Source: an optimization exercise on an open RTL-to-GDS flow (aim: a short achievable clock period and few clock cycles). Production flows keep margins and buffers that such runs may drop.
Only simulation tests tie the RTL to the original design; equivalence was not proved.
Power figures rest on the tool's default switching activity, not on a simulated workload.

==> flow/config.mk <==
export PLATFORM = sky130hd
export DESIGN_NAME = nibble_cpu
export DESIGN_NICKNAME = nibble_cpu
export VERILOG_FILES = /design/flow/design.v
export SDC_FILE = /design/flow/constraint.sdc
export NUM_CORES = 4
export LEC_CHECK = 0
export CAP_MARGIN = 20
export CORE_MARGIN = 2
export CORE_UTILIZATION = 30
export CTS_CLUSTER_DIAMETER = 100
export CTS_CLUSTER_SIZE = 40
export PLACE_DENSITY = 0.36
export SETUP_SLACK_MARGIN = 3.3
export SLEW_MARGIN = 20
export TNS_END_PERCENT = 100
==> flow/constraint.sdc <==
create_clock -name core_clock -period 5.0 [get_ports {clk}]
set_input_delay 1.0000 -clock core_clock [delete_from_list [all_inputs] [get_ports {clk}]]
set_output_delay 1.0000 -clock core_clock [all_outputs]
set_load 0.01 [all_outputs]
==> flow/design.v <==
module nibble_cpu (
    input  wire       clk,
    input  wire       rst,           
    output wire       imem_en,
    output wire [3:0] imem_addr,
    input  wire [7:0] imem_rdata,
    input  wire       imem_present,  
    input  wire       in_valid,
    input  wire [3:0] in_data,
    output wire       in_ready,
    output wire       out_valid,
    output wire [3:0] out_data,
    input  wire       rearm,
    output wire       halted,
    output wire [3:0] final_a,
    output wire       final_c,
    output wire       fault,
    output wire [3:0] fault_pc
);
    localparam OP_NOP   = 4'h0;
    localparam OP_LOAD  = 4'h1;
    localparam OP_ADD   = 4'h2;
    localparam OP_SUB   = 4'h3;
    localparam OP_AND   = 4'h4;
    localparam OP_OR    = 4'h5;
    localparam OP_JMP   = 4'h6;
    localparam OP_JZ    = 4'h7;
    localparam OP_JNZ   = 4'h8;
    localparam OP_STORE = 4'h9;
    localparam OP_LOADM = 4'hA;
    localparam OP_ADDM  = 4'hB;
    localparam OP_SUBM  = 4'hC;
    localparam OP_HALT  = 4'hD;
    localparam OP_IN    = 4'hE;
    localparam OP_OUT   = 4'hF;
    localparam D_TK1  = 0;       
    localparam D_TK0  = 1;       
    localparam D_MEM  = 2;       
    localparam D_IN   = 3;
    localparam D_OUT  = 4;
    localparam D_HALT = 5;
    localparam D_ST   = 6;
    localparam D_PB   = 7;       
    localparam D_ADD  = 8;       
    localparam D_SUB  = 9;       
    localparam D_AND  = 10;
    localparam D_OR   = 11;
    localparam ND     = 12;
    function [ND-1:0] decode(input [3:0] o);
        begin
            decode = {ND{1'b0}};
            decode[D_TK1]  = (o == OP_JMP) || (o == OP_JZ);
            decode[D_TK0]  = (o == OP_JMP) || (o == OP_JNZ);
            decode[D_MEM]  = (o == OP_LOADM) || (o == OP_ADDM) || (o == OP_SUBM);
            decode[D_IN]   = (o == OP_IN);
            decode[D_OUT]  = (o == OP_OUT);
            decode[D_HALT] = (o == OP_HALT);
            decode[D_ST]   = (o == OP_STORE);
            decode[D_PB]   = (o == OP_LOAD) || (o == OP_LOADM);
            decode[D_ADD]  = (o == OP_ADD) || (o == OP_ADDM);
            decode[D_SUB]  = (o == OP_SUB) || (o == OP_SUBM);
            decode[D_AND]  = (o == OP_AND);
            decode[D_OR]   = (o == OP_OR);
        end
    endfunction
    function [15:0] onehot4(input [3:0] v);
        onehot4 = 16'd1 << v;
    endfunction
    function [15:0] rotl1(input [15:0] v);
        rotl1 = {v[14:0], v[15]};
    endfunction
    integer k;
    reg  [3:0]  fa;              
    reg         ren;             
    reg         rv;              
    reg  [3:0]  rtag;            
    reg         rst_q;
    wire        first   = rst_q && !rst;
    wire [3:0]  raddr   = {fa[3:1], fa[0] ^ first};
    reg  [7:0]  cw  [0:15];      
    reg  [15:0] cv;              
    reg  [15:0] cp;              
    reg  [3:0]  opv [0:15];      
    reg  [3:0]  acc;
    reg         c_flag;
    reg         z_flag;
    reg  [3:0]  mem [0:15];
    reg         halted_q;
    reg  [3:0]  final_a_q;       
    reg         final_c_q;       
    reg         fault_q;
    reg         out_valid_q;
    reg  [3:0]  out_data_q;
    reg         in_ready_q;
    reg         irv;             
    reg  [3:0]  opnd;            
    reg  [15:0] ir_oh;           
    reg  [ND-1:0] d;             
    reg         irp;             
    reg         ird;             
    reg  [3:0]  p;               
    reg  [3:0]  fpc;             
    reg  [3:0]  np;              
    reg  [15:0] np_oh;
    reg  [3:0]  bv;              
    reg         fwd;             
    wire running  = !halted_q && !fault_q;
    wire act      = running && irv;
    wire flt      = act && !irp;
    wire go       = running && irv && irp && !(d[D_IN] && !in_valid);
    wire taken    = running && (z_flag ? d[D_TK1] : d[D_TK0]);
    wire st_go    = running && irv && irp && d[D_ST];
    reg  [3:0]  mem_nx [0:15];
    always @(*)
        for (k = 0; k < 16; k = k + 1)
            mem_nx[k] = (st_go && opnd == k) ? acc : mem[k];
    wire resume   = halted_q && rearm && ird;    
    wire [3:0] mval  = fwd ? acc : bv;
    wire [4:0] add_r = {1'b0, acc} + {1'b0, mval};
    wire [4:0] sub_r = {1'b0, acc} - {1'b0, mval};
    wire [3:0] acc_nx = ({4{d[D_PB]}}  & mval)
                      | ({4{d[D_ADD]}} & add_r[3:0])
                      | ({4{d[D_SUB]}} & sub_r[3:0])
                      | ({4{d[D_AND]}} & (acc & mval))
                      | ({4{d[D_OR]}}  & (acc | mval))
                      | ({4{d[D_IN]}}  & in_data)
                      | ({4{!(d[D_PB] | d[D_ADD] | d[D_SUB] | d[D_AND] | d[D_OR] | d[D_IN])}} & acc);
    wire       c_nx   = d[D_ADD] ? add_r[4] : d[D_SUB] ? sub_r[4] : c_flag;
    wire [3:0] neg_acc = 4'd0 - acc;
    wire       z_nx   = (d[D_PB]  && mval == 4'd0)
                      | (d[D_ADD] && mval == neg_acc)
                      | (d[D_SUB] && mval == acc)
                      | (d[D_AND] && (acc & mval) == 4'd0)
                      | (d[D_OR]  && (acc | mval) == 4'd0)
                      | (d[D_IN]  && in_data == 4'd0)
                      | (!(d[D_PB] | d[D_ADD] | d[D_SUB] | d[D_AND] | d[D_OR] | d[D_IN]) && acc == 4'd0);
    wire        want_ld = go || !irv || resume;
    wire [3:0]  want    = taken ? opnd : np;
    wire        rd_seq  = rv && rtag == np;
    wire        rd_tgt  = rv && rtag == opnd;
    wire [ND-1:0] rd_d  = decode(imem_rdata[7:4]);
    reg  [3:0]  n_seq, n_tgt, v_seq, v_tgt;
    reg  [15:0] o_seq, o_tgt;
    reg  [ND-1:0] d_seq, d_tgt;
    reg         cv_seq, cv_tgt, cp_seq, cp_tgt, eq_seq, eq_tgt;
    wire [3:0]  rd_mv = mem[imem_rdata[3:0]];        
    wire        rd_eq = imem_rdata[3:0] == opnd;
    always @(*) begin
        n_seq  = rd_seq ? imem_rdata[3:0] : 4'd0;
        v_seq  = rd_seq ? rd_mv : 4'd0;
        eq_seq = rd_seq && rd_eq;
        o_seq  = rd_seq ? onehot4(imem_rdata[3:0]) : 16'd0;
        d_seq  = rd_seq ? rd_d : {ND{1'b0}};
        cv_seq = rd_seq;
        cp_seq = rd_seq && imem_present;
        n_tgt  = rd_tgt ? imem_rdata[3:0] : 4'd0;
        v_tgt  = rd_tgt ? rd_mv : 4'd0;
        eq_tgt = rd_tgt && rd_eq;
        o_tgt  = rd_tgt ? onehot4(imem_rdata[3:0]) : 16'd0;
        d_tgt  = rd_tgt ? rd_d : {ND{1'b0}};
        cv_tgt = rd_tgt;
        cp_tgt = rd_tgt && imem_present;
        for (k = 0; k < 16; k = k + 1) begin
            if (np_oh[k] && cv[k]) begin
                n_seq = n_seq | cw[k][3:0]; o_seq = o_seq | onehot4(cw[k][3:0]);
                d_seq = d_seq | decode(cw[k][7:4]);
                cv_seq = 1'b1; cp_seq = cp_seq | cp[k];
                v_seq = v_seq | opv[k];
                eq_seq = eq_seq | (cw[k][3:0] == opnd);
            end
            if (ir_oh[k] && cv[k]) begin
                n_tgt = n_tgt | cw[k][3:0]; o_tgt = o_tgt | onehot4(cw[k][3:0]);
                d_tgt = d_tgt | decode(cw[k][7:4]);
                cv_tgt = 1'b1; cp_tgt = cp_tgt | cp[k];
                v_tgt = v_tgt | opv[k];
                eq_tgt = eq_tgt | (cw[k][3:0] == opnd);
            end
        end
    end
    wire          hit   = taken ? cv_tgt : cv_seq;
    wire [3:0]    n_n   = taken ? n_tgt  : n_seq;
    wire [15:0]   n_oh  = taken ? o_tgt  : o_seq;
    wire [ND-1:0] n_d   = taken ? d_tgt  : d_seq;
    wire          n_p   = taken ? cp_tgt : cp_seq;
    wire [3:0]    n_v   = taken ? v_tgt  : v_seq;
    wire          n_eq  = taken ? eq_tgt : eq_seq;
    wire early_ok = go && hit && !d[D_OUT] && !d[D_HALT];
    wire early_h  = early_ok && n_p && n_d[D_HALT];
    wire early_f  = early_ok && !n_p;
    wire halted_nx = halted_q ? !rearm : ((go && d[D_HALT] && !ird) || early_h);
    wire fault_nx  = fault_q || flt || early_f;
    wire [3:0]  rd_n    = imem_rdata[3:0];
    wire [15:0] cv_fill = rv ? (cv | onehot4(rtag)) : cv;
    wire        jlook   = rv && imem_rdata[7:4] == OP_JMP && !cv[rd_n] && rtag != rd_n
                          && !(ren && raddr == rd_n);
    wire        wait_np = !irv && !cv[np] && !rd_seq && !(ren && raddr == np);
    always @(posedge clk) begin
        rst_q <= rst;
        rv    <= ren;
        rtag  <= raddr;
        if (rst) begin
            fa  <= 4'd0;
            ren <= 1'b1;
            cv  <= 16'd0;
        end else begin
            if (wait_np) begin
                fa  <= np;
                ren <= 1'b1;
            end else if (jlook) begin
                fa  <= rd_n;
                ren <= 1'b1;
            end else begin
                fa  <= first ? 4'd2 : fa + 4'd1;
                ren <= !(&cv_fill);
            end
            for (k = 0; k < 16; k = k + 1)
                opv[k] <= (rv && rtag == k) ? mem_nx[imem_rdata[3:0]] : mem_nx[cw[k][3:0]];
            if (rv) begin
                cw[rtag] <= imem_rdata;
                cp[rtag] <= imem_present;
                cv[rtag] <= 1'b1;
            end
        end
    end
    always @(posedge clk) begin
        if (rst) begin
            irv         <= 1'b0;
            ird         <= 1'b0;
            d           <= {ND{1'b0}};
            p           <= 4'd0;
            fpc         <= 4'd0;
            np          <= 4'd0;
            np_oh       <= 16'd1;
            acc         <= 4'd0;
            c_flag      <= 1'b0;
            z_flag      <= 1'b0;
            final_a_q   <= 4'd0;
            final_c_q   <= 1'b0;
            halted_q    <= 1'b0;
            fault_q     <= 1'b0;
            out_valid_q <= 1'b0;
            in_ready_q  <= 1'b0;
            for (k = 0; k < 16; k = k + 1)
                mem[k] <= 4'd0;
        end else begin
            halted_q    <= halted_nx;
            fault_q     <= fault_nx;
            out_valid_q <= go && d[D_OUT];
            for (k = 0; k < 16; k = k + 1)
                mem[k] <= mem_nx[k];
            if (go) begin
                acc       <= acc_nx;
                c_flag    <= c_nx;
                z_flag    <= z_nx;
                final_a_q <= acc_nx;
                final_c_q <= c_nx;
                if (d[D_OUT])
                    out_data_q <= acc;
            end
            if (want_ld) begin
                p   <= want;
                fpc <= want;
                if (hit) begin
                    irv   <= 1'b1;
                    opnd  <= n_n;
                    ir_oh <= n_oh;
                    d     <= n_p ? n_d : {ND{1'b0}};
                    irp   <= n_p;
                    ird   <= early_h;
                    np    <= taken ? opnd + 4'd1 : np + 4'd1;
                    np_oh <= rotl1(taken ? ir_oh : np_oh);
                    bv    <= n_d[D_MEM] ? n_v : n_n;
                    fwd   <= n_d[D_MEM] && st_go && n_eq;
                    in_ready_q <= n_p && n_d[D_IN] && !(halted_q && !rearm)
                                  && !(go && d[D_HALT]) && !fault_q;
                end else begin
                    irv   <= 1'b0;
                    ird   <= 1'b0;
                    d     <= {ND{1'b0}};
                    np    <= want;
                    np_oh <= taken ? ir_oh : np_oh;
                    in_ready_q <= 1'b0;
                end
            end else begin
                in_ready_q <= d[D_IN] && !halted_nx && !fault_nx;
            end
        end
    end
    assign imem_en   = ren;
    assign imem_addr = raddr;
    assign in_ready  = in_ready_q;
    assign out_valid = out_valid_q;
    assign out_data  = out_data_q;
    assign halted    = halted_q;
    assign final_a   = final_a_q;
    assign final_c   = final_c_q;
    assign fault     = fault_q;
    assign fault_pc  = fpc;
endmodule
==> flow/run.sh <==
#!/bin/bash
# synth_recipe.tcl (not shown) runs the flow's synth.tcl, then flattens the netlist and writes it again
# the make line also repeats each setting of config.mk as NAME=value (left out here)
make -C /OpenROAD-flow-scripts/flow DESIGN_CONFIG=/design/flow/config.mk WORK_HOME=/design/flow/orfs CLKGATE_MAP_FILE= SYNTH_SCRIPT=/design/flow/synth_recipe.tcl finish
==> results of run 1 <==
==> repair_timing <==
item / 4_1_cts
pin swaps: 72
resized for setup: 270
gates cloned: 8
setup buffers: 184
endpoints found under the setup margin: 530
==> kinds of logic after synthesis <==
logic type / Yosys count / synth area share, %
mux: 199 / 5.68
simple gates: 2005 / 27.2
compound gates: 1700 / 31.7
xor+xnor: 115 / 2.63
buf+inv: 576 / 6.08
flops: 376 / 25.8
fa+ha+maj: 25 / 0.855
==> layer usage <==
metal	GRT overflow	track usage [%]
met5	0	24.9
met4	0	46.6
met3	0	46.4
met2	0	75.2
met1	1	68.6
==> synth_stat cells (all sizes together), types with 60 or more instances <==
library cell and n:
a221oi 104, nor3 208, a22oi 381, a31oi 67
clkbuf 393, nor4 90, nand3 194, nand2 465
nor2 375, o21ai 185, nor2b 62, xnor2 91
buf 120, inv 60, edfxtp 238, a21oi 212
and2 83, o22ai 228, mux2i 131, dfxtp 138
nand2b 123, nand4 158
==> through the flow <==
step	area, µm²	util, %
after floorplan	40900	-
after global placement	44100	34.7
after detailed placement	44200	34.7
after CTS	48800	38.3
==> power by group through the flow <==
| stage | sequential (µW) | combinational, µW | clock (µW) |
|---|---|---|---|
| 2_1_floorplan | 3910 | 3460 | 0 |
| 3_3_place_gp | 4500 | 5330 | 0 |
| 3_5_place_dp | 4500 | 5320 | 0 |
| 4_1_cts | 4370 | 5740 | 3120 |
==> worst max path at each step <==
stage | depth (start not counted) | from | slack, ns | end
2_1_floorplan | 11 | rst | 2.14 | fa[0]
3_3_place_gp | 8 | opnd[2] | -0.03 | opv[8][3]
3_5_place_dp | 11 | opnd[2] | 0.03 | opv[4][2]
4_1_cts | 6 | cv[12] | 1.57 | ir_oh[15]
==> out/summary.txt, run 1 <==
status: did not finish
Stopped at: 5_1_grt
error msg: [ERROR GRT-0232] Routing congestion too high. Check the congestion heatmap in the GUI.
post-cts hold buffer count: 0
FF+latch count, synth: 376
Synth Flop Type: edfxtp_1
CTS max path bufs: 3
Synth Cell Area: 38,400 µm²
area fraction of the dominant cell type after synthesis: 18.6%
post-synth top area cell: edfxtp_1
Synth cell types: 96
Rows: 131
post-placement cell count: 6,668
Synth async-reset ratio: 0%
DP Wirelength: 309,000 µm
TritonCTS buffer count: 30
root buf cell: clkbuf_16
cell count after synthesis: 4,996
Synth Area per Inst: 7.68 µm²
port bufs: 38
TritonCTS Sinks: 376
GP Congestion: 1.20
die extent in y: 362 µm
# IOs: 39
Synthesized Nets: 5,038
Initial Utilization: 30.2%
Synth area leaders: edfxtp_1, a22oi_1, dfxtp_1
largest net degree at the start of global routing: 57
sequential share of the synthesized area: 25.8%
Chip Width: 362 µm
GRT Total Usage: 61.6%
total number of H-tree levels: 1
Post-Place Setup Slack: 0.0257 ns
GRT overflow: 1
Synth Warn #: 4
Post-synth EDFFs: 238
Testbench counts, summed over its fixed seeds: cycles 126,329.
==> run 2: changes to the inputs <==
--- a/flow/design.v
+++ b/flow/design.v
@@ -140,36 +140,34 @@
     wire        rd_tgt  = rv && rtag == opnd;
     wire [ND-1:0] rd_d  = decode(imem_rdata[7:4]);
     reg  [3:0]  n_seq, n_tgt, v_seq, v_tgt;
-    reg  [15:0] o_seq, o_tgt;
     reg  [ND-1:0] d_seq, d_tgt;
     reg         cv_seq, cv_tgt, cp_seq, cp_tgt, eq_seq, eq_tgt;
     wire [3:0]  rd_mv = mem[imem_rdata[3:0]];        
     wire        rd_eq = imem_rdata[3:0] == opnd;
+    wire [3:0]  rd_mn = (st_go && rd_eq) ? acc : rd_mv;   
     always @(*) begin
         n_seq  = rd_seq ? imem_rdata[3:0] : 4'd0;
         v_seq  = rd_seq ? rd_mv : 4'd0;
         eq_seq = rd_seq && rd_eq;
-        o_seq  = rd_seq ? onehot4(imem_rdata[3:0]) : 16'd0;
         d_seq  = rd_seq ? rd_d : {ND{1'b0}};
         cv_seq = rd_seq;
         cp_seq = rd_seq && imem_present;
         n_tgt  = rd_tgt ? imem_rdata[3:0] : 4'd0;
         v_tgt  = rd_tgt ? rd_mv : 4'd0;
         eq_tgt = rd_tgt && rd_eq;
-        o_tgt  = rd_tgt ? onehot4(imem_rdata[3:0]) : 16'd0;
         d_tgt  = rd_tgt ? rd_d : {ND{1'b0}};
         cv_tgt = rd_tgt;
         cp_tgt = rd_tgt && imem_present;
         for (k = 0; k < 16; k = k + 1) begin
             if (np_oh[k] && cv[k]) begin
-                n_seq = n_seq | cw[k][3:0]; o_seq = o_seq | onehot4(cw[k][3:0]);
+                n_seq = n_seq | cw[k][3:0];
                 d_seq = d_seq | decode(cw[k][7:4]);
                 cv_seq = 1'b1; cp_seq = cp_seq | cp[k];
                 v_seq = v_seq | opv[k];
                 eq_seq = eq_seq | (cw[k][3:0] == opnd);
             end
             if (ir_oh[k] && cv[k]) begin
-                n_tgt = n_tgt | cw[k][3:0]; o_tgt = o_tgt | onehot4(cw[k][3:0]);
+                n_tgt = n_tgt | cw[k][3:0];
                 d_tgt = d_tgt | decode(cw[k][7:4]);
                 cv_tgt = 1'b1; cp_tgt = cp_tgt | cp[k];
                 v_tgt = v_tgt | opv[k];
@@ -179,7 +177,7 @@
     end
     wire          hit   = taken ? cv_tgt : cv_seq;
     wire [3:0]    n_n   = taken ? n_tgt  : n_seq;
-    wire [15:0]   n_oh  = taken ? o_tgt  : o_seq;
+    wire [15:0]   n_oh  = onehot4(n_n);
     wire [ND-1:0] n_d   = taken ? d_tgt  : d_seq;
     wire          n_p   = taken ? cp_tgt : cp_seq;
     wire [3:0]    n_v   = taken ? v_tgt  : v_seq;
@@ -214,7 +212,10 @@
                 ren <= !(&cv_fill);
             end
             for (k = 0; k < 16; k = k + 1)
-                opv[k] <= (rv && rtag == k) ? mem_nx[imem_rdata[3:0]] : mem_nx[cw[k][3:0]];
+                if (rv && rtag == k)
+                    opv[k] <= rd_mn;
+                else if (st_go && cw[k][3:0] == opnd)
+                    opv[k] <= acc;
             if (rv) begin
                 cw[rtag] <= imem_rdata;
                 cp[rtag] <= imem_present;
--- a/flow/config.mk
+++ b/flow/config.mk
@@ -6,11 +6,13 @@
 export NUM_CORES = 4
 export LEC_CHECK = 0
 export CAP_MARGIN = 20
+export CELL_PAD_IN_SITES_DETAIL_PLACEMENT = 1
+export CELL_PAD_IN_SITES_GLOBAL_PLACEMENT = 2
 export CORE_MARGIN = 2
 export CORE_UTILIZATION = 30
 export CTS_CLUSTER_DIAMETER = 100
 export CTS_CLUSTER_SIZE = 40
-export PLACE_DENSITY = 0.36
-export SETUP_SLACK_MARGIN = 3.3
+export PLACE_DENSITY = 0.55
+export SETUP_SLACK_MARGIN = 3.0
 export SLEW_MARGIN = 20
 export TNS_END_PERCENT = 100
==> run 2 against run 1 <==
Compared with the run above: now clean on timing, DRC and antenna; synthesized area shrank 36%; synthesized cell count shrank 44%.
==> out/summary.txt, run 2 <==
Chip Width: 290 µm (was 362 µm)
RSZ-0062 raised after global routing: yes
Rows: 105 (was 131)
Biggest register: cw
Setup Viol. Count Final: 0
largest net degree at the start of global routing: 62
Fin Hold WS: 0.488 ns
Regs by FF count: cw x128, mem x64, opv x64
Final WS setup: 2.13 ns
commonest non-fill, non-tap cells in the layout: buf_4, edfxtp_1, nand2_1, nand3_1, nor2_1
Worst slew margin: 12.2%
post-synth top area cell: edfxtp_1 (unchanged)
Synth async-reset ratio: 0% (unchanged)
total number of H-tree levels: 1 (unchanged)
worst reg-to-reg path cell count: 8
Synth Flop Type: edfxtp_1 (unchanged)
TritonCTS buffer count: 27 (was 30)
WP data arrival: 3.36 ns
# IOs: 39 (unchanged)
WS Path Type: reg -> reg
DRT iter0 DRCs: 3,406
CTS tree: built
vias in the first global route: 28,300
GRT overflow: 0
most used cell, CP: a2111oi_4
Worst path slowest cell: a2111oi_4
share of layout cells above drive strength 1: 41.3%
status: timing/DRC/antenna clean (was did not finish)
Synth Cell Area: 24,600 µm² (was 38,400 µm²)
Synth Warn #: 4 (unchanged)
max reg flops: 128
Clock Skews: 0.0551 ns
Synth area leaders: edfxtp_1, dfxtp_1, nand2_1 (was edfxtp_1, a22oi_1, dfxtp_1)
Reg clk slew, reported paths: 0.11 ns
Post-Place Setup Slack: 0.772 ns (was 0.0257 ns)
DR vias: 28,900
crit-path cells: and2_2 -> buf_4 -> nand2_1 -> o22ai_1 -> a2111oi_4 -> o21ai_2 -> a2111oi_4 -> o31ai_2
fillers: 8,976
Lkg Pwr: 0.0128 µW
clock latency (worst-skew pair): 0.66 ns
GRT Total Usage: 41.5%
FMAX: 348 MHz
WL final: 183,000 µm
routed len/inst: 42.1 µm
startpoint type of the worst setup path: register
fin util: 45.3%
Post-synth EDFFs: 238 (unchanged)
TNS Setup: 0 ns
sequential share of the synthesized area: 40.3% (was 25.8%)
root buf cell: clkbuf_16 (unchanged)
Synth cell types: 94 (was 96)
Setup crit end kind: register
Synthesized Nets: 2,824 (was 5,038)
initial antenna violation count: 9
DP Wirelength: 121,000 µm (was 309,000 µm)
crit-path max FO: 8
core area: 81,700 µm²
first-pass GRT wire length: 242,000 µm
CTS max path bufs: 3 (unchanged)
Synth top cells by count: nand2_1, edfxtp_1, nor2_1, nand3_1, dfxtp_1 (was nand2_1, clkbuf_1, a22oi_1, nor2_1, edfxtp_1)
die extent in y: 290 µm (was 362 µm)
FF+latch count, synth: 376 (unchanged)
CP Data Required Time: 5.49 ns
Initial Utilization: 30.1% (was 30.2%)
post-cts hold buffer count: 0 (unchanged)
commonest non-fill, non-tap cell in the layout: buf_4
Worst-Margin Slew: 1.31 ns
drt first pass iters: 6
cell count after synthesis: 2,782 (was 4,996)
port bufs: 38 (unchanged)
drt drc: 0
max incr delay on CP: 0.68 ns
Max VDD drop: 351 µV
Worst Hold Class: reg -> reg
Final Hold Viols: 0
Final period util: 57.4%
Avg Vias per Cell: 6.65
fin. max-slew vios: 0
Final nets: 3,301
Area growth syn-to-layout: 50.3%
Synth Area per Inst: 8.85 µm² (was 7.68 µm²)
count leader, synth: nand2_1 (unchanged)
Routed Antenna Nets: 0
max cap viols: 0
TritonCTS Sinks: 376 (unchanged)
Die ar.: 84,400 µm²
Worst Hold Depth: 2
area fraction of the dominant cell type after synthesis: 29.0% (was 18.6%)
GP Congestion: 1.10 (was 1.20)
final worst path period need: 2.87 ns
PwrDens: 419 nW/µm²
## run 2: cells by family (layout without fill, tap and decap cells)
group | after synthesis | count (layout) | share of synthesized area (%)
fa+ha+maj | 25 | 25 | 1.33
mux | 99 | 99 | 4.82
simple gates | 1151 | 1164 | 24.7
flops | 376 | 376 | 40.3
buf+inv | 292 | 776 | 5.34
other cells | 0 | 5 | 0
compound gates | 726 | 726 | 19.5
xor+xnor | 113 | 113 | 4.02
## run 2: area by class of cell
class	instances	area, µm²	share of cell area (%)
inverter	50	218	0.588
clock inverter	20	273	0.737
timing repair buffer	676	7380	19.9
antenna	5	12.5	0.0338
tap	1070	1340	3.62
clock buffer	29	683	1.85
multi-input combinational	2127	17100	46.1
timing repair inverter	1	7.51	0.0203
sequential	376	10000	27.1
## run 2: report_power, final
part | internal [µW] | switching (µW) | total [µW]
clock network | 1100 | 1470 | 2570
logic | 3730 | 4890 | 8620
registers | 3720 | 600 | 4320
total | 8550 | 6960 | 15500
## run 2: through the flow
stage / total power [µW] / instance area (µm²) / cells
floorplan: 7230 / 25600 / 2782
global placement: 9190 / 26800 / 3782
detailed placement: 9230 / 26800 / 3782
CTS: 14100 / 34200 / 4199
global route: 15800 / 37000 / 4351
finish: 15500 / 37000 / 4354
## run 2: routing by layer
layer  vias to the layer above  GRT usage [%]  wire length [µm]  share of wire [%]
li1                      11500              -                 -                  -
met2                      2060           62.3             78100                 43
met1                     14500           50.5             68600                 37
met5                         -          0.624                22              0.012
met4                         4           34.4             18700                 10
met3                       815           9.75             17900                9.8
## run 2: final timing paths
kind              startpoint   endpoint  slack [ns]
hold reg to reg    mem[0][0]  mem[0][0]        0.49
setup / recovery       cv[0]       d[0]        2.13
hold / removal     mem[0][0]  mem[0][0]        0.49
setup reg to reg       cv[0]       d[0]        2.13
## run 2: repair_timing
action                                 in CTS  in global routing
setup endpoints to repair                 493                395
buffers inserted                          333                145
endpoints found under the hold margin       0                  0
pin swaps                                 212                158
cloned                                     35                  5
resized for setup                         811                323
## run 2: worst max-delay path: cells and delay by family (launching register included)
| family | cells | cell delay (ns) |
|---|---|---|
| DFF | 1 | 0.45 |
| and+or+nand+nor | 2 | 0.53 |
| buffers and inverters | 1 | 0.26 |
| AOI/OAI and AO/OA | 5 | 1.44 |
Testbench counts of run 2, summed over its fixed seeds: cycles 126,329.
==> run 3: changes to the inputs <==
--- a/flow/design.v
+++ b/flow/design.v
@@ -76,7 +76,7 @@
     reg  [3:0]  rtag;            
     reg         rst_q;
     wire        first   = rst_q && !rst;
-    wire [3:0]  raddr   = {fa[3:1], fa[0] ^ first};
+    wire [3:0]  raddr   = {fa[3:1], fa[0] | first};
     reg  [7:0]  cw  [0:15];      
     reg  [15:0] cv;              
     reg  [15:0] cp;              
@@ -159,19 +159,19 @@
         cv_tgt = rd_tgt;
         cp_tgt = rd_tgt && imem_present;
         for (k = 0; k < 16; k = k + 1) begin
-            if (np_oh[k] && cv[k]) begin
+            if (np_oh[k]) begin
                 n_seq = n_seq | cw[k][3:0];
                 d_seq = d_seq | decode(cw[k][7:4]);
-                cv_seq = 1'b1; cp_seq = cp_seq | cp[k];
+                cv_seq = cv_seq | cv[k]; cp_seq = cp_seq | cp[k];
                 v_seq = v_seq | opv[k];
-                eq_seq = eq_seq | (cw[k][3:0] == opnd);
+                eq_seq = eq_seq | (cv[k] && cw[k][3:0] == opnd);
             end
-            if (ir_oh[k] && cv[k]) begin
+            if (ir_oh[k]) begin
                 n_tgt = n_tgt | cw[k][3:0];
                 d_tgt = d_tgt | decode(cw[k][7:4]);
-                cv_tgt = 1'b1; cp_tgt = cp_tgt | cp[k];
+                cv_tgt = cv_tgt | cv[k]; cp_tgt = cp_tgt | cp[k];
                 v_tgt = v_tgt | opv[k];
-                eq_tgt = eq_tgt | (cw[k][3:0] == opnd);
+                eq_tgt = eq_tgt | (cv[k] && cw[k][3:0] == opnd);
             end
         end
     end
@@ -200,6 +200,11 @@
             fa  <= 4'd0;
             ren <= 1'b1;
             cv  <= 16'd0;
+            cp  <= 16'd0;
+            for (k = 0; k < 16; k = k + 1) begin
+                cw[k]  <= 8'd0;
+                opv[k] <= 4'd0;
+            end
         end else begin
             if (wait_np) begin
                 fa  <= np;
@@ -214,7 +219,7 @@
             for (k = 0; k < 16; k = k + 1)
                 if (rv && rtag == k)
                     opv[k] <= rd_mn;
-                else if (st_go && cw[k][3:0] == opnd)
+                else if (st_go && cv[k] && cw[k][3:0] == opnd)
                     opv[k] <= acc;
             if (rv) begin
                 cw[rtag] <= imem_rdata;
==> run 3 against run 2 <==
Compared with the run above: power up 0.40%; routed wire length down 6.1%; critical path type unchanged; maximum frequency grew 4.0%; critical endpoint is now in_ready_q; critical path depth up 1; sequential cell count stayed put; largest power group unchanged; largest cell class unchanged; sequential power is 3% lower; count of clock-buffer cells in the layout down 4.
==> out/summary.txt, run 3 <==
Final period util: 55.2% (was 57.4%)
core area: 83,400 µm² (was 81,700 µm²)
Die ar.: 86,400 µm² (was 84,400 µm²)
FMAX: 362 MHz (was 348 MHz)
max cap viols: 0 (unchanged)
CP Data Required Time: 5.54 ns (was 5.49 ns)
startpoint type of the worst setup path: register (unchanged)
total number of H-tree levels: 1 (unchanged)
largest net degree at the start of global routing: 87 (was 62)
Rows: 106 (was 105)
fin util: 43.7% (was 45.3%)
vias in the first global route: 28,800 (was 28,300)
crit-path max FO: 11 (was 8)
drt first pass iters: 6 (unchanged)
DR vias: 29,400 (was 28,900)
Logic pwr share: 57.1% (was 55.5%)
TNS Setup: 0 ns (unchanged)
post-placement cell count: 3,954 (was 3,782)
Critical Path Stages: 9 (was 8)
# IOs: 39 (unchanged)
Worst Hold Class: reg -> reg (unchanged)
max reg flops: 128 (unchanged)
DRT iter0 DRCs: 3,558 (was 3,406)
Psw: 7180 µW (was 6960 µW)
CTS max path bufs: 3 (unchanged)
Initial Utilization: 30.2% (was 30.1%)
worst r2r src: np_oh[8] (was cv[0])
worst reg-to-reg path cell count: 9 (was 8)
internal power: 8400 µW (was 8550 µW)
WS Path Type: reg -> reg (unchanged)
sequential share of the synthesized area: 36.1% (was 40.3%)
TritonCTS buffer count: 25 (was 27)
Routed Antenna Nets: 0 (unchanged)
Clock Skews: 0.0370 ns (was 0.0551 ns)
fin. max-slew vios: 0 (unchanged)
Reg clk slew, reported paths: 0.09 ns (was 0.11 ns)
root buf cell: clkbuf_16 (unchanged)
WL final: 172,000 µm (was 183,000 µm)
Final Hold Viols: 0 (unchanged)
GRT overflow: 0 (unchanged)
r2r endpoint: in_ready_q (was d[0])
Worst slew margin: 38.2% (was 12.2%)
TritonCTS Sinks: 376 (unchanged)
port bufs: 38 (unchanged)
area fraction of the dominant cell type after synthesis: 18.8% (was 29.0%)
Synth Warn #: 4 (unchanged)
Worst-Margin Slew: 0.919 ns (was 1.31 ns)
post-synth top area cell: edfxtp_1 (unchanged)
Synth cell types: 90 (was 94)
share of layout cells above drive strength 1: 37.4% (was 41.3%)
Avg Vias per Cell: 6.56 (was 6.65)
WP data arrival: 3.30 ns (was 3.36 ns)
Bufs and invs on worst path: 3 (was 1)
total area of sequential cells: 9220 µm² (was 10,000 µm²)
drt drc: 0 (unchanged)
commonest non-fill, non-tap cells in the layout: buf_4, nand2_1, dfxtp_1, edfxtp_1, nor2_1 (was buf_4, edfxtp_1, nand2_1, nand3_1, nor2_1)
Chip Width: 294 µm (was 290 µm)
RSZ-0062 raised after global routing: yes (unchanged)
routed len/inst: 38.4 µm (was 42.1 µm)
Area growth syn-to-layout: 44.6% (was 50.3%)
Lkg Pwr: 0.0130 µW (was 0.0128 µW)
Post-Layout Cell Count: 4,488 (was 4,354)
commonest non-fill, non-tap cell in the layout: buf_4 (unchanged)
DP Wirelength: 114,000 µm (was 121,000 µm)
R2R Setup Slk: 2.24 ns (was 2.13 ns)
Critical path destination: in_ready_q (was d[0])
Seq pwr share: 26.8% (was 27.9%)
post-cts hold buffer count: 0 (unchanged)
final worst path period need: 2.76 ns (was 2.87 ns)
max incr delay on CP: 0.59 ns (was 0.68 ns)
first-pass GRT wire length: 232,000 µm (was 242,000 µm)
fillers: 9,226 (was 8,976)
Switching Share: 46.1% (was 44.9%)
Synth async-reset ratio: 0% (unchanged)
Setup Viol. Count Final: 0 (unchanged)
die extent in y: 294 µm (was 290 µm)
area of the multi-input gates: 17,900 µm² (was 17,100 µm²)
Post-synth EDFFs: 158 (was 238)
FF+latch count, synth: 376 (unchanged)
Biggest register: cw (unchanged)
CP startpoint: np_oh[8] (was cv[0])
Max VDD drop: 371 µV (was 351 µV)
Synth Flop Type: dfxtp_1 (was edfxtp_1)
Synth Area per Inst: 8.41 µm² (was 8.85 µm²)
Regs by FF count: cw x128, mem x64, opv x64 (unchanged)
most used cell, CP: buf_12 (was a2111oi_4)
GP Congestion: 0.949 (was 1.10)
cell count after synthesis: 2,997 (was 2,782)
Synth Cell Area: 25,200 µm² (was 24,600 µm²)
crit-path cells: buf_4 -> a221oi_1 -> and4_1 -> mux2i_2 -> o211ai_4 -> buf_12 -> buf_12 -> or4_4 -> o41ai_2 (was and2_2 -> buf_4 -> nand2_1 -> o22ai_1 -> a2111oi_4 -> o21ai_2 -> a2111oi_4 -> o31ai_2)
Synthesized Nets: 3,038 (was 2,824)
Worst path slowest cell: dfxtp_1 (was a2111oi_4)
initial antenna violation count: 11 (was 9)
critical path's top delay family: buffers and inverters (was compound AO/OA/AOI/OAI gates)
clock latency (worst-skew pair): 0.64 ns (was 0.66 ns)
Synth area leaders: edfxtp_1, dfxtp_1, a22oi_1 (was edfxtp_1, dfxtp_1, nand2_1)
PwrDens: 427 nW/µm² (was 419 nW/µm²)
status: timing/DRC/antenna clean (unchanged)
Synth top cells by count: nand2_1, dfxtp_1, clkbuf_1, nor2_1, a22oi_1 (was nand2_1, edfxtp_1, nor2_1, nand3_1, dfxtp_1)
Final nets: 3,426 (was 3,301)
CTS tree: built (unchanged)
Setup crit end kind: register (unchanged)
GRT Total Usage: 38.2% (was 41.5%)
count leader, synth: nand2_1 (unchanged)
clock share of power: 16.1% (was 16.6%)
-- run 3: cells by family (layout without fill, tap and decap cells) --
kind of cell / after synthesis / after routing / share of synthesized area (%)
AND/OR/NAND/NOR: 1277 / 1281 / 27.3
AO/OA/AOI/OAI: 780 / 782 / 21.8
flip-flops: 376 / 376 / 36.1
buffers and inverters: 338 / 738 / 5.38
XOR/XNOR: 108 / 108 / 3.75
multiplexers: 94 / 95 / 4.43
adder cells (fa/ha/maj): 24 / 24 / 1.25
other: 0 / 4 / 0
-- run 3: stage by stage --
| step | power (µW) | cell area, µm² | hold WS [ns] | worst slack [ns] |
|---|---|---|---|---|
| CTS | 14300 | 34200 | 0.462 | 2.30 |
| global placement | 9410 | 27500 | 0.438 | 0.941 |
| detailed placement | 9440 | 27500 | 0.449 | 0.851 |
| global route | 15900 | 36400 | 0.496 | 2.27 |
| finish | 15600 | 36500 | 0.462 | 2.24 |
| floorplan | 7120 | 26400 | 0.405 | 1.82 |
-- run 3: what timing repair did --
item	CTS	global route
cloned	22	5
gates resized for setup	703	252
pin swaps	136	110
hold endpoints to repair	0	0
setup endpoints to repair	546	439
setup buffers	340	117
-- run 3: worst min-delay path by stage --
stage	from	end	slack, ns	cells past startpoint
2_1_floorplan	ren	rv	0.41	0
3_3_place_gp	mem[6][3]	mem[6][3]	0.44	2
3_5_place_dp	mem[6][3]	mem[6][3]	0.45	2
4_1_cts	mem[6][3]	mem[6][3]	0.46	2
5_1_grt	mem[6][3]	mem[6][3]	0.50	2
6_report	mem[8][0]	mem[8][0]	0.46	2
-- run 3: per-layer routing --
metal	vias up	routed length (µm)	GRT usage, %
met1	15000	70200	49.6
met5	-	101	0
met3	580	13200	6.05
met4	12	13400	23.6
li1	12100	-	-
met2	1703	75200	59.4
-- run 3: layout make-up --
type | instances | share of cell area (%)
Antenna cell | 4 | 0.0275
Clock buffer | 25 | 1.72
Clock inverter | 21 | 0.803
Sequential cell | 376 | 25.3
Timing Repair Buffer | 632 | 18.7
Multi-Input combinational cell | 2290 | 49.1
Inverter | 60 | 0.704
Tap cell | 1080 | 3.71
-- run 3: power by group through the flow --
stage	clock, µW	combinational, µW	sequential, µW
CTS	2540	7580	4140
detailed placement	0	5020	4420
floorplan	0	3240	3880
global placement	0	4990	4420
finish	2510	8900	4170
global route	2640	9060	4180
-- run 3: worst reg2reg max path, cell delays in order, from the launching register on --
cell	delay [ns]
dfxtp_1	0.59
buf_4	0.40
a221oi_1	0.15
and4_1	0.23
mux2i_2	0.23
o211ai_4	0.12
buf_12	0.17
buf_12	0.13
or4_4	0.44
o41ai_2	0.20
Testbench counts of run 3, summed over its fixed seeds: cycles 126,329.
==> run 4: changes to the inputs <==
--- a/flow/config.mk
+++ b/flow/config.mk
@@ -7,12 +7,12 @@
 export LEC_CHECK = 0
 export CAP_MARGIN = 20
 export CELL_PAD_IN_SITES_DETAIL_PLACEMENT = 1
-export CELL_PAD_IN_SITES_GLOBAL_PLACEMENT = 2
+export CELL_PAD_IN_SITES_GLOBAL_PLACEMENT = 1
 export CORE_MARGIN = 2
-export CORE_UTILIZATION = 30
+export CORE_UTILIZATION = 35
 export CTS_CLUSTER_DIAMETER = 100
 export CTS_CLUSTER_SIZE = 40
-export PLACE_DENSITY = 0.55
+export PLACE_DENSITY = 0.6
 export SETUP_SLACK_MARGIN = 3.0
 export SLEW_MARGIN = 20
 export TNS_END_PERCENT = 100
==> run 4 against run 3 <==
Compared with the run above: register-to-register slack lost 0.05 ns; critical path depth unchanged; count of clock-buffer cells in the layout down 1; worst hold slack gained 0.0066 ns; maximum frequency shrank 1.7%.
==> out/summary.txt, run 4 <==
root buf cell: clkbuf_16 (unchanged)
Final period util: 56.2% (was 55.2%)
Area growth syn-to-layout: 41.9% (was 44.6%)
WP data arrival: 3.35 ns (was 3.30 ns)
area of the multi-input gates: 17,900 µm² (about the same)
TritonCTS Sinks: 376 (unchanged)
total area of sequential cells: 9210 µm² (was 9220 µm²)
first-pass GRT wire length: 228,000 µm (was 232,000 µm)
final worst path period need: 2.81 ns (was 2.76 ns)
Max VDD drop: 385 µV (was 371 µV)
WL final: 170,000 µm (was 172,000 µm)
Reg clk slew, reported paths: 0.11 ns (was 0.09 ns)
Synth Cell Area: 25,200 µm² (unchanged)
Rows: 98 (was 106)
core area: 71,400 µm² (was 83,400 µm²)
status: timing/DRC/antenna clean (unchanged)
CTS max path bufs: 3 (unchanged)
Worst-Margin Slew: 0.963 ns (was 0.919 ns)
Chip Width: 272 µm (was 294 µm)
count leader, synth: nand2_1 (unchanged)
GRT overflow: 0 (unchanged)
post-route design area: 35,800 µm² (was 36,500 µm²)
routed len/inst: 39.3 µm (was 38.4 µm)
Routed Antenna Nets: 0 (unchanged)
crit-path max FO: 8 (was 11)
RSZ-0062 raised after global routing: yes (unchanged)
Post-synth EDFFs: 158 (unchanged)
Lkg Pwr: 0.0126 µW (was 0.0130 µW)
dpl cell area: 27,300 µm² (was 27,500 µm²)
# IOs: 39 (unchanged)
Worst Hold Class: reg -> reg (unchanged)
Synth area leaders: edfxtp_1, dfxtp_1, a22oi_1 (unchanged)
max reg flops: 128 (unchanged)
startpoint type of the worst setup path: register (unchanged)
PwrDens: 431 nW/µm² (was 427 nW/µm²)
initial antenna violation count: 5 (was 11)
GP Congestion: 1.02 (was 0.949)
Synth Area per Inst: 8.41 µm² (unchanged)
fin. max-slew vios: 0 (unchanged)
TritonCTS buffer count: 24 (was 25)
Setup Viol. Count Final: 0 (unchanged)
Synth Warn #: 4 (unchanged)
GRT Total Usage: 43.2% (was 38.2%)
fillers: 7,949 (was 9,226)
drt drc: 0 (unchanged)
Avg Vias per Cell: 7.01 (was 6.56)
total number of H-tree levels: 1 (unchanged)
Synthesized Nets: 3,038 (unchanged)
Post-Place Setup Slack: 0.734 ns (was 0.851 ns)
WS Path Type: reg -> reg (unchanged)
Synth top cells by count: nand2_1, dfxtp_1, clkbuf_1, nor2_1, a22oi_1 (unchanged)
post-cts hold buffer count: 0 (unchanged)
Regs by FF count: cw x128, mem x64, opv x64 (unchanged)
DRT iter0 DRCs: 4,289 (was 3,558)
Final nets: 3,385 (was 3,426)
Synth async-reset ratio: 0% (unchanged)
FMAX: 356 MHz (was 362 MHz)
die extent in y: 272 µm (was 294 µm)
port bufs: 38 (unchanged)
Initial Utilization: 35.3% (was 30.2%)
largest net degree at the start of global routing: 59 (was 87)
Synth Flop Type: dfxtp_1 (unchanged)
commonest non-fill, non-tap cell in the layout: buf_4 (unchanged)
TNS Setup: 0 ns (unchanged)
vias in the first global route: 29,500 (was 28,800)
CTS tree: built (unchanged)
CP Data Required Time: 5.54 ns (about the same)
Die ar.: 74,200 µm² (was 86,400 µm²)
sequential share of the synthesized area: 36.1% (unchanged)
Setup crit end kind: register (unchanged)
Post-Layout Cell Count: 4,321 (was 4,488)
DR vias: 30,300 (was 29,400)
Final Hold Viols: 0 (unchanged)
max cap viols: 0 (unchanged)
Biggest register: cw (unchanged)
total design power: 15,400 µW (was 15,600 µW)
clock latency (worst-skew pair): 0.66 ns (was 0.64 ns)
R2R Setup Slk: 2.19 ns (was 2.24 ns)
post-synth top area cell: edfxtp_1 (unchanged)
Worst slew margin: 35.1% (was 38.2%)
post-placement cell count: 3,827 (was 3,954)
Clock Skews: 0.0745 ns (was 0.0370 ns)
DP Wirelength: 108,000 µm (was 114,000 µm)
drt first pass iters: 8 (was 6)
share of layout cells above drive strength 1: 36.4% (was 37.4%)
cell count after synthesis: 2,997 (unchanged)
area fraction of the dominant cell type after synthesis: 18.8% (unchanged)
Final WS setup: 2.19 ns (was 2.24 ns)
commonest non-fill, non-tap cells in the layout: buf_4, nand2_1, dfxtp_1, edfxtp_1, nor2_1 (unchanged)
FF+latch count, synth: 376 (unchanged)
Synth cell types: 90 (unchanged)
run 4: cell counts after synthesis:
Identical to the previous run, type by type.
run 4: cell type report:
class | instances | area share [%]
multi-input combinational | 2287 | 50.1
sequential | 376 | 25.7
timing repair buffer | 595 | 17.4
tap | 950 | 3.32
clock buffer | 24 | 1.68
clock inverter | 20 | 0.993
inverter | 60 | 0.759
antenna | 9 | 0.0630
run 4: worst paths after layout:
path,startpoint,end,cells past startpoint
max,ir_oh[12],np_oh[12],9
min reg2reg,mem[3][3],mem[3][3],2
min,mem[3][3],mem[3][3],2
max reg2reg,ir_oh[12],np_oh[12],9
run 4: metal layers:
layer,GRT usage (%),up-vias,wire (µm)
li1,-,12000,-
met1,54.1,15200,63000
met2,64.2,2268,71100
met3,10.8,803,19500
met4,32.2,4,16300
met5,0,-,40
run 4: metrics by stage:
step / utilization, % / hold slack [ns]
2_1_floorplan: - / 0.405
3_3_place_gp: 38.2 / 0.442
3_5_place_dp: 38.3 / 0.453
4_1_cts: 46.5 / 0.468
5_1_grt: 50.1 / 0.486
6_report: 50.1 / 0.469
run 4: cell families after synthesis:
kind of cell	share of synthesized area (%)
simple gates	27.3
compound gates	21.8
flops	36.1
buf+inv	5.38
xor+xnor	3.75
mux	4.43
fa+ha+maj	1.25
run 4: report_power, final:
| part | internal (µW) | total (µW) | switching (µW) |
|---|---|---|---|
| clock network | 1030 | 2520 | 1490 |
| logic | 3490 | 8730 | 5250 |
| registers | 3610 | 4180 | 563 |
| total | 8120 | 15400 | 7310 |
run 4: timing repair:
action | in CTS | in global routing
cloned | 16 | 6
setup buffers | 285 | 134
resized for setup | 640 | 304
setup endpoints to repair | 538 | 373
pin swaps | 111 | 134
run 4: critical path, cell delays in order, from the launching register on:
cell	delay [ns]
edfxtp_1	0.51
buf_12	0.19
a22o_1	0.20
a221oi_2	0.22
nand3_1	0.13
or4_4	0.60
o21ai_4	0.17
clkbuf_16	0.24
mux2_2	0.34
o21ai_1	0.12
==> run 5: changes to the inputs <==
--- a/flow/design.v
+++ b/flow/design.v
@@ -74,6 +74,7 @@
     reg         ren;             
     reg         rv;              
     reg  [3:0]  rtag;            
+    reg  [15:0] rdh;             
     reg         rst_q;
     wire        first   = rst_q && !rst;
     wire [3:0]  raddr   = {fa[3:1], fa[0] | first};
@@ -136,8 +137,8 @@
                       | (!(d[D_PB] | d[D_ADD] | d[D_SUB] | d[D_AND] | d[D_OR] | d[D_IN]) && acc == 4'd0);
     wire        want_ld = go || !irv || resume;
     wire [3:0]  want    = taken ? opnd : np;
-    wire        rd_seq  = rv && rtag == np;
-    wire        rd_tgt  = rv && rtag == opnd;
+    wire        rd_seq  = |(rdh & np_oh);
+    wire        rd_tgt  = |(rdh & ir_oh);
     wire [ND-1:0] rd_d  = decode(imem_rdata[7:4]);
     reg  [3:0]  n_seq, n_tgt, v_seq, v_tgt;
     reg  [ND-1:0] d_seq, d_tgt;
@@ -196,6 +197,7 @@
         rst_q <= rst;
         rv    <= ren;
         rtag  <= raddr;
+        rdh   <= ren ? onehot4(raddr) : 16'd0;
         if (rst) begin
             fa  <= 4'd0;
             ren <= 1'b1;
--- a/flow/config.mk
+++ b/flow/config.mk
@@ -7,12 +7,12 @@
 export LEC_CHECK = 0
 export CAP_MARGIN = 20
 export CELL_PAD_IN_SITES_DETAIL_PLACEMENT = 1
-export CELL_PAD_IN_SITES_GLOBAL_PLACEMENT = 1
+export CELL_PAD_IN_SITES_GLOBAL_PLACEMENT = 2
 export CORE_MARGIN = 2
-export CORE_UTILIZATION = 35
+export CORE_UTILIZATION = 30
 export CTS_CLUSTER_DIAMETER = 100
 export CTS_CLUSTER_SIZE = 40
-export PLACE_DENSITY = 0.6
+export PLACE_DENSITY = 0.55
 export SETUP_SLACK_MARGIN = 3.0
 export SLEW_MARGIN = 20
 export TNS_END_PERCENT = 100
==> run 5 against run 4 <==
Compared with the run above: combinational power down 15%; count of clock-buffer cells in the layout up 3; global-route usage down 5.2 points; synthesized cell count up 3.0%; sequential power up 4.8%; first-iteration DRC count down 27%; cell count up 4.2%; largest power group unchanged.
==> out/summary.txt, run 5 <==
status: timing/DRC/antenna clean (unchanged)
TNS Setup: 0 ns (unchanged)
DR vias: 29,000 (was 30,300)
Final period util: 59.2% (was 56.2%)
FMAX: 338 MHz (was 356 MHz)
FF+latch count, synth: 392 (was 376)
most used cell, CP: buf_6
Biggest register: cw (unchanged)
largest net degree at the start of global routing: 74 (was 59)
startpoint type of the worst setup path: register (unchanged)
commonest non-fill, non-tap cells in the layout: buf_4, nor2_1, nand2_1, a22oi_1, dfxtp_1 (was buf_4, nand2_1, dfxtp_1, edfxtp_1, nor2_1)
fin. max-slew vios: 0 (unchanged)
vias in the first global route: 28,200 (was 29,500)
Area growth syn-to-layout: 36.9% (was 41.9%)
Switching Share: 46.2% (was 47.3%)
Fin Hold WS: 0.462 ns (was 0.469 ns)
drt first pass iters: 6 (was 8)
max incr delay on CP: 0.53 ns (was 0.60 ns)
# IOs: 39 (unchanged)
Regs by FF count: cw x128, mem x64, opv x64 (unchanged)
Post-synth EDFFs: 158 (unchanged)
GRT Total Usage: 38.0% (was 43.2%)
Initial Utilization: 30.2% (was 35.3%)
area of the multi-input gates: 17,300 µm² (was 17,900 µm²)
Worst path slowest cell: or4_4 (unchanged)
RSZ-0062 raised after global routing: yes (unchanged)
Post-Place Setup Slack: 0.995 ns (was 0.734 ns)
WS Path Type: reg -> reg (unchanged)
sequential share of the synthesized area: 36.8% (was 36.1%)
worst r2r src: np_oh[1] (was ir_oh[12])
Final nets: 3,376 (was 3,385)
GP Congestion: 0.986 (was 1.02)
WL final: 172,000 µm (was 170,000 µm)
root buf cell: clkbuf_16 (unchanged)
CP Data Required Time: 5.53 ns (was 5.54 ns)
Setup Viol. Count Final: 0 (unchanged)
core area: 84,900 µm² (was 71,400 µm²)
Final Hold Viols: 0 (unchanged)
Rows: 107 (was 98)
Chip Width: 296 µm (was 272 µm)
final worst path period need: 2.96 ns (was 2.81 ns)
Max VDD drop: 364 µV (was 385 µV)
initial antenna violation count: 9 (was 5)
count leader, synth: nor2_1 (was nand2_1)
CTS max path bufs: 3 (unchanged)
first-pass GRT wire length: 233,000 µm (was 228,000 µm)
Psw: 6680 µW (was 7310 µW)
max reg flops: 128 (unchanged)
Critical path destination: in_ready_q (was np_oh[12])
Synth Cell Area: 25,600 µm² (was 25,200 µm²)
post-synth top area cell: edfxtp_1 (unchanged)
fillers: 9,692 (was 7,949)
cell count after synthesis: 3,086 (was 2,997)
Routed Antenna Nets: 0 (unchanged)
area fraction of the dominant cell type after synthesis: 18.5% (was 18.8%)
Lkg Pwr: 0.0124 µW (was 0.0126 µW)
worst reg-to-reg path cell count: 12 (was 9)
crit-path cells: a22oi_2 -> nand2_2 -> or4_4 -> buf_12 -> or4_4 -> o41ai_4 -> buf_6 -> buf_6 -> nor3_4 -> buf_6 -> and3_4 -> a32o_1 (was buf_12 -> a22o_1 -> a221oi_2 -> nand3_1 -> or4_4 -> o21ai_4 -> clkbuf_16 -> mux2_2 -> o21ai_1)
Synth Flop Type: dfxtp_1 (unchanged)
GRT overflow: 0 (unchanged)
port bufs: 38 (unchanged)
Synth Warn #: 4 (unchanged)
Reg clk slew, reported paths: 0.10 ns (was 0.11 ns)
Worst Hold Class: reg -> reg (unchanged)
WP data arrival: 3.49 ns (was 3.35 ns)
Synth top cells by count: nor2_1, clkbuf_1, nand2_1, dfxtp_1, a22oi_1 (was nand2_1, dfxtp_1, clkbuf_1, nor2_1, a22oi_1)
drt drc: 0 (unchanged)
Synth async-reset ratio: 0% (unchanged)
TritonCTS buffer count: 26 (was 24)
fin util: 41.3% (was 50.1%)
max cap viols: 0 (unchanged)
internal power: 7800 µW (was 8120 µW)
Avg Vias per Cell: 6.44 (was 7.01)
r2r endpoint: in_ready_q (was np_oh[12])
CTS tree: built (unchanged)
R2R Setup Slk: 2.04 ns (was 2.19 ns)
Final WS setup: 2.04 ns (was 2.19 ns)
total area of sequential cells: 9550 µm² (was 9210 µm²)
Clock Skews: 0.0397 ns (was 0.0745 ns)
Synthesized Nets: 3,127 (was 3,038)
Setup crit end kind: register (unchanged)
share of layout cells above drive strength 1: 31.8% (was 36.4%)
PwrDens: 413 nW/µm² (was 431 nW/µm²)
crit-path max FO: 5 (was 8)
Logic pwr share: 51.4% (was 56.6%)
DRT iter0 DRCs: 3,151 (was 4,289)
DP Wirelength: 117,000 µm (was 108,000 µm)
routed len/inst: 38.3 µm (was 39.3 µm)
clock latency (worst-skew pair): 0.65 ns (was 0.66 ns)
Synth area leaders: edfxtp_1, dfxtp_1, a22oi_1 (unchanged)
Synth Area per Inst: 8.30 µm² (was 8.41 µm²)
Worst-Margin Slew: 1.07 ns (was 0.963 ns)
Worst slew margin: 28.3% (was 35.1%)
CP startpoint: np_oh[1] (was ir_oh[12])
Synth cell types: 81 (was 90)
clock share of power: 18.3% (was 16.3%)
commonest non-fill, non-tap cell in the layout: buf_4 (unchanged)
TritonCTS Sinks: 392 (was 376)
die extent in y: 296 µm (was 272 µm)
Die ar.: 87,700 µm² (was 74,200 µm²)
Seq pwr share: 30.3% (was 27.1%)
total number of H-tree levels: 1 (unchanged)
[run 5: changes by cell type after synthesis, moves of 37 or more]
cell / delta
a211oi_1: -60
a21oi_1: +72
a22oi_1: +49
and2_1: +58
mux2i_1: +75
nor2_1: +117
nor3_1: -91
o21ai_0: -40
o22ai_1: -37
xnor2_1: -39
[run 5: cell type report]
type                       count  area share (%)
antenna                        5          0.0357
clock buffer                  27            1.87
clock inverter                21           0.899
inverter                      53           0.696
multi-input combinational   2345            49.5
sequential                   392            27.3
tap                         1144            4.08
timing repair buffer         516            15.7
timing repair inverter         1          0.0143
[run 5: power groups by stage]
stage | clock [µW] | combinational (µW) | sequential, µW
global placement | 0 | 4550 | 4510
CTS | 2690 | 6620 | 4340
global route | 2790 | 7580 | 4390
floorplan | 0 | 2850 | 3990
finish | 2650 | 7450 | 4380
detailed placement | 0 | 4560 | 4510
[run 5: critical path, delay by kind of cell, from the launching register on]
| family | cells | cell delay (ns) |
|---|---|---|
| flops | 1 | 0.39 |
| buf+inv | 4 | 0.63 |
| simple gates | 5 | 1.33 |
| compound gates | 3 | 0.48 |
[run 5: cells by family after synthesis]
group	after synthesis	share of synthesized area, %
adder cells (fa/ha/maj)	24	1.23
buffers and inverters	350	5.41
AO/OA/AOI/OAI	789	21.6
XOR/XNOR	83	2.84
multiplexers	142	6.10
AND/OR/NAND/NOR	1306	26.0
flip-flops	392	36.8
[run 5: metal layers]
metal	track usage, %	routed length, µm	up-vias
met5	0	23	-
met4	23.2	12700	4
met3	6.90	14200	538
met2	58.0	74900	1673
met1	49.8	70500	14800
li1	-	-	12000
[run 5: worst min-delay path by stage]
stage          startpoint    endpoint  slack, ns  cells past startpoint
2_1_floorplan       fa[3]     rtag[3]       0.35                      0
6_report       mem[12][2]  mem[12][2]       0.46                      2
3_3_place_gp   mem[12][2]  mem[12][2]       0.44                      2
4_1_cts        mem[10][0]  mem[10][0]       0.46                      2
3_5_place_dp   mem[10][0]  mem[10][0]       0.45                      2
5_1_grt        mem[12][2]  mem[12][2]       0.49                      2
[run 5: through the flow]
step | cell area (µm²) | std cells | power [µW]
finish | 35100 | 4504 | 14500
global route | 35000 | 4499 | 14800
CTS | 33400 | 4411 | 13600
detailed placement | 27500 | 4094 | 9070
global placement | 27500 | 4093 | 9060
floorplan | 26200 | 3086 | 6840
[run 5: timing repair]
action / in CTS / in global routing
resized for setup: 692 / 219
setup buffers: 244 / 83
gates cloned: 25 / 5
setup endpoints to repair: 541 / 382
hold buffers: 0 / 0
pin swaps: 150 / 102
Testbench counts of run 5, summed over its fixed seeds: cycles 126,329.
==> run 6: changes to the inputs <==
--- a/flow/design.v
+++ b/flow/design.v
@@ -74,7 +74,6 @@
     reg         ren;             
     reg         rv;              
     reg  [3:0]  rtag;            
-    reg  [15:0] rdh;             
     reg         rst_q;
     wire        first   = rst_q && !rst;
     wire [3:0]  raddr   = {fa[3:1], fa[0] | first};
@@ -137,8 +136,7 @@
                       | (!(d[D_PB] | d[D_ADD] | d[D_SUB] | d[D_AND] | d[D_OR] | d[D_IN]) && acc == 4'd0);
     wire        want_ld = go || !irv || resume;
     wire [3:0]  want    = taken ? opnd : np;
-    wire        rd_seq  = |(rdh & np_oh);
-    wire        rd_tgt  = |(rdh & ir_oh);
+    wire        rd_seq  = rv && rtag == np;
     wire [ND-1:0] rd_d  = decode(imem_rdata[7:4]);
     reg  [3:0]  n_seq, n_tgt, v_seq, v_tgt;
     reg  [ND-1:0] d_seq, d_tgt;
@@ -153,12 +151,12 @@
         d_seq  = rd_seq ? rd_d : {ND{1'b0}};
         cv_seq = rd_seq;
         cp_seq = rd_seq && imem_present;
-        n_tgt  = rd_tgt ? imem_rdata[3:0] : 4'd0;
-        v_tgt  = rd_tgt ? rd_mv : 4'd0;
-        eq_tgt = rd_tgt && rd_eq;
-        d_tgt  = rd_tgt ? rd_d : {ND{1'b0}};
-        cv_tgt = rd_tgt;
-        cp_tgt = rd_tgt && imem_present;
+        n_tgt  = 4'd0;
+        v_tgt  = 4'd0;
+        eq_tgt = 1'b0;
+        d_tgt  = {ND{1'b0}};
+        cv_tgt = 1'b0;
+        cp_tgt = 1'b0;
         for (k = 0; k < 16; k = k + 1) begin
             if (np_oh[k]) begin
                 n_seq = n_seq | cw[k][3:0];
@@ -197,7 +195,6 @@
         rst_q <= rst;
         rv    <= ren;
         rtag  <= raddr;
-        rdh   <= ren ? onehot4(raddr) : 16'd0;
         if (rst) begin
             fa  <= 4'd0;
             ren <= 1'b1;
==> run 6 against run 5 <==
Compared with the run above: still clean on timing, DRC and antenna; utilization rose by 2.9 points; global-route usage rose by 1.4 points; combinational power rose by 16%; register-to-register slack improved by 0.14 ns; die area fell by 2.5%; first-iteration DRC count rose by 19%; clock power barely moved; sequential power fell by 5.0%; maximum frequency rose by 4.9%; synthesized cell count fell by 3.3%.
==> out/summary.txt, run 6 <==
status: timing/DRC/antenna clean (unchanged)
GRT Total Usage: 39.4% (was 38.0%)
routed len/inst: 39.9 µm (was 38.3 µm)
Avg Vias per Cell: 6.63 (was 6.44)
Setup crit end kind: register (unchanged)
FMAX: 354 MHz (was 338 MHz)
Clock Skews: 0.0469 ns (was 0.0397 ns)
GP Congestion: 1.00 (was 0.986)
area fraction of the dominant cell type after synthesis: 19.0% (was 18.5%)
WP data arrival: 3.42 ns (was 3.49 ns)
# IOs: 39 (unchanged)
Worst slew margin: 18.5% (was 28.3%)
Setup Viol. Count Final: 0 (unchanged)
Synth async-reset ratio: 0% (unchanged)
Max VDD drop: 377 µV (was 364 µV)
DRT iter0 DRCs: 3,741 (was 3,151)
Synth area leaders: edfxtp_1, dfxtp_1, nor2_1 (was edfxtp_1, dfxtp_1, a22oi_1)
Post-Place Setup Slack: 0.749 ns (was 0.995 ns)
Synth Area per Inst: 8.36 µm² (was 8.30 µm²)
Synth Warn #: 4 (unchanged)
startpoint type of the worst setup path: register (unchanged)
final worst path period need: 2.82 ns (was 2.96 ns)
Synth cell types: 90 (was 81)
PwrDens: 425 nW/µm² (was 413 nW/µm²)
Post-Layout Cell Count: 4,453 (was 4,504)
crit-path max FO: 4 (was 5)
max cap viols: 0 (unchanged)
drt drc: 0 (unchanged)
Lkg Pwr: 0.0130 µW (was 0.0124 µW)
post-synth top area cell: edfxtp_1 (unchanged)
largest net degree at the start of global routing: 66 (was 74)
Routed Antenna Nets: 0 (unchanged)
cell count after synthesis: 2,984 (was 3,086)
Switching Share: 47.2% (was 46.2%)
Rows: 105 (was 107)
CTS max path bufs: 3 (unchanged)
CTS tree: built (unchanged)
count leader, synth: nor2_1 (unchanged)
Regs by FF count: cw x128, mem x64, opv x64 (unchanged)
clock latency (worst-skew pair): 0.67 ns (was 0.65 ns)
vias in the first global route: 28,200 (about the same)
initial antenna violation count: 6 (was 9)
TNS Setup: 0 ns (unchanged)
sequential share of the synthesized area: 36.5% (was 36.8%)
TritonCTS buffer count: 27 (was 26)
DP Wirelength: 118,000 µm (was 117,000 µm)
TritonCTS Sinks: 376 (was 392)
Logic pwr share: 56.0% (was 51.4%)
Worst Hold Class: reg -> reg (unchanged)
die extent in y: 292 µm (was 296 µm)
Final nets: 3,401 (was 3,376)
fin. max-slew vios: 0 (unchanged)
CP Data Required Time: 5.59 ns (was 5.53 ns)
Final period util: 56.5% (was 59.2%)
Biggest register: cw (unchanged)
Synthesized Nets: 3,025 (was 3,127)
first-pass GRT wire length: 237,000 µm (was 233,000 µm)
internal power: 8170 µW (was 7800 µW)
post-placement cell count: 3,947 (was 4,094)
Final Hold Viols: 0 (unchanged)
Synth Cell Area: 24,900 µm² (was 25,600 µm²)
Reg clk slew, reported paths: 0.10 ns (about the same)
FF+latch count, synth: 376 (was 392)
commonest non-fill, non-tap cells in the layout: buf_4, nor2_1, dfxtp_1, nand2_1, edfxtp_1 (was buf_4, nor2_1, nand2_1, a22oi_1, dfxtp_1)
WS Path Type: reg -> reg (unchanged)
Hold Path Origin: mem[8][2] (was mem[12][2])
port bufs: 38 (unchanged)
Area growth syn-to-layout: 45.8% (was 36.9%)
Final WS setup: 2.18 ns (was 2.04 ns)
share of layout cells above drive strength 1: 38.8% (was 31.8%)
total number of H-tree levels: 1 (unchanged)
Worst-Margin Slew: 1.22 ns (was 1.07 ns)
Synth Flop Type: dfxtp_1 (unchanged)
drt first pass iters: 8 (was 6)
clock share of power: 17.2% (was 18.3%)
CP startpoint: z_flag (was np_oh[1])
Die ar.: 85,500 µm² (was 87,700 µm²)
Initial Utilization: 30.3% (was 30.2%)
root buf cell: clkbuf_16 (unchanged)
DR vias: 29,500 (was 29,000)
WL final: 177,000 µm (was 172,000 µm)
commonest non-fill, non-tap cell in the layout: buf_4 (unchanged)
max reg flops: 128 (unchanged)
worst r2r src: z_flag (was np_oh[1])
Synth top cells by count: nor2_1, clkbuf_1, nand2_1, dfxtp_1, a21oi_1 (was nor2_1, clkbuf_1, nand2_1, dfxtp_1, a22oi_1)
Seq pwr share: 26.9% (was 30.3%)
core area: 82,200 µm² (was 84,900 µm²)
GRT overflow: 0 (unchanged)
RSZ-0062 raised after global routing: yes (unchanged)
Post-synth EDFFs: 158 (unchanged)
Chip Width: 292 µm (was 296 µm)
Psw: 7300 µW (was 6680 µW)
run 6: layer usage:
| metal | track usage (%) | wire length [µm] |
|---|---|---|
| met1 | 51.9 | 71600 |
| met2 | 58.5 | 74200 |
| met3 | 8.35 | 16800 |
| met4 | 25.1 | 14900 |
| met5 | 0 | 0 |
run 6: area by class of cell:
cell class                      instances  area, µm²
Fill cell                            9141      45900
Tap cell                             1070       1340
Antenna cell                            2       5.00
Sequential cell                       376       9240
Timing Repair Buffer                  624       6690
Clock buffer                           27        676
Clock inverter                         23        340
Inverter                               70        342
Multi-Input combinational cell       2261      17800
run 6: kinds of logic after synthesis:
| group | after synthesis | share of synthesized area [%] |
|---|---|---|
| flip-flops | 376 | 36.5 |
| buffers and inverters | 354 | 5.72 |
| AND/OR/NAND/NOR | 1260 | 26.1 |
| multiplexers | 114 | 5.33 |
| AO/OA/AOI/OAI | 766 | 21.9 |
| adder cells (fa/ha/maj) | 24 | 1.26 |
| XOR/XNOR | 90 | 3.16 |
run 6: path summary, 6_finish.rpt:
kind	endpoint	slack, ns	cells past startpoint
setup / recovery	np_oh[9]	2.18	11
hold / removal	mem[8][2]	0.46	2
setup reg to reg	np_oh[9]	2.18	11
hold reg to reg	mem[8][2]	0.46	2
run 6: worst max-delay path: stages (launching register included):
cell	delay, ns
dfxtp_4	0.37
mux2i_4	0.19
or3_4	0.35
buf_12	0.16
nor4_4	0.75
a31oi_4	0.10
buf_6	0.18
buf_16	0.13
buf_12	0.13
mux2i_1	0.16
nand2_1	0.10
a21oi_2	0.12
run 6: through the flow:
step | hold WS (ns) | area (µm²) | utilization [%] | power (µW)
floorplan | 0.405 | 25600 | - | 6880
global placement | 0.442 | 26900 | 32.7 | 9190
detailed placement | 0.452 | 26900 | 32.7 | 9220
CTS | 0.466 | 33400 | 40.6 | 14000
global route | 0.482 | 36400 | 44.2 | 15700
finish | 0.464 | 36400 | 44.2 | 15500
run 6: what timing repair did:
action | CTS | global route
gates resized for setup | 741 | 433
setup buffers | 303 | 125
hold buffers | 0 | 0
setup endpoints to repair | 545 | 446
gates cloned | 15 | 11
pin swaps | 126 | 168
run 6: power groups by stage:
stage / registers (µW) / logic [µW] / clock network [µW]
final: 4160 / 8660 / 2650
after global routing: 4170 / 8780 / 2780
after CTS: 4130 / 7230 / 2660
after detailed placement: 4520 / 4700 / 0
after global placement: 4510 / 4670 / 0
after floorplan: 3850 / 3030 / 0
Testbench counts of run 6, summed over its fixed seeds: cycles 126,459.

-- afterwards: timing with drivers on the ports --
The flow's constraints put no driver on any port. The routed layouts listed below were extracted and timed again, unchanged, in two steps. Step 1 (the two cells are an assumption about what drives the block):
set clk [get_ports {clk}]
set_driving_cell -lib_cell sky130_fd_sc_hd__clkbuf_16 $clk
set_driving_cell -lib_cell sky130_fd_sc_hd__buf_2 [delete_from_list [all_inputs] $clk]
Step 2 adds t to the input delays and takes it off the output delays; t is the mean of the earliest and latest rising clock arrival at the registers after step 1. Input paths then give back, and output paths get back, about the clock's delay inside the block. Three values: ideal ports, drivers, drivers and shift; two values: the first two.
run	t, ns	setup slack, ns	clock arrival spread, ns	worst slew at a driven data input, ns
run 2	0.705	2.128 / 2.114 / 1.524	0.056 / 0.055	0.31
run 3	0.685	2.238 / 2.131 / 1.636	0.037 / 0.038	0.31
run 4	0.696	2.190 / 2.190 / 1.606	0.075 / 0.075	0.20
run 5	0.700	2.039 / 2.039 / 1.544	0.041 / 0.041	0.30
run 6	0.710	2.177 / 2.177 / 1.660	0.048 / 0.048	0.28
After both steps setup and hold are still met in every run listed. The setup slack of run 2, which loses most, moves by -0.014 ns with the drivers and by -0.604 ns with both steps.
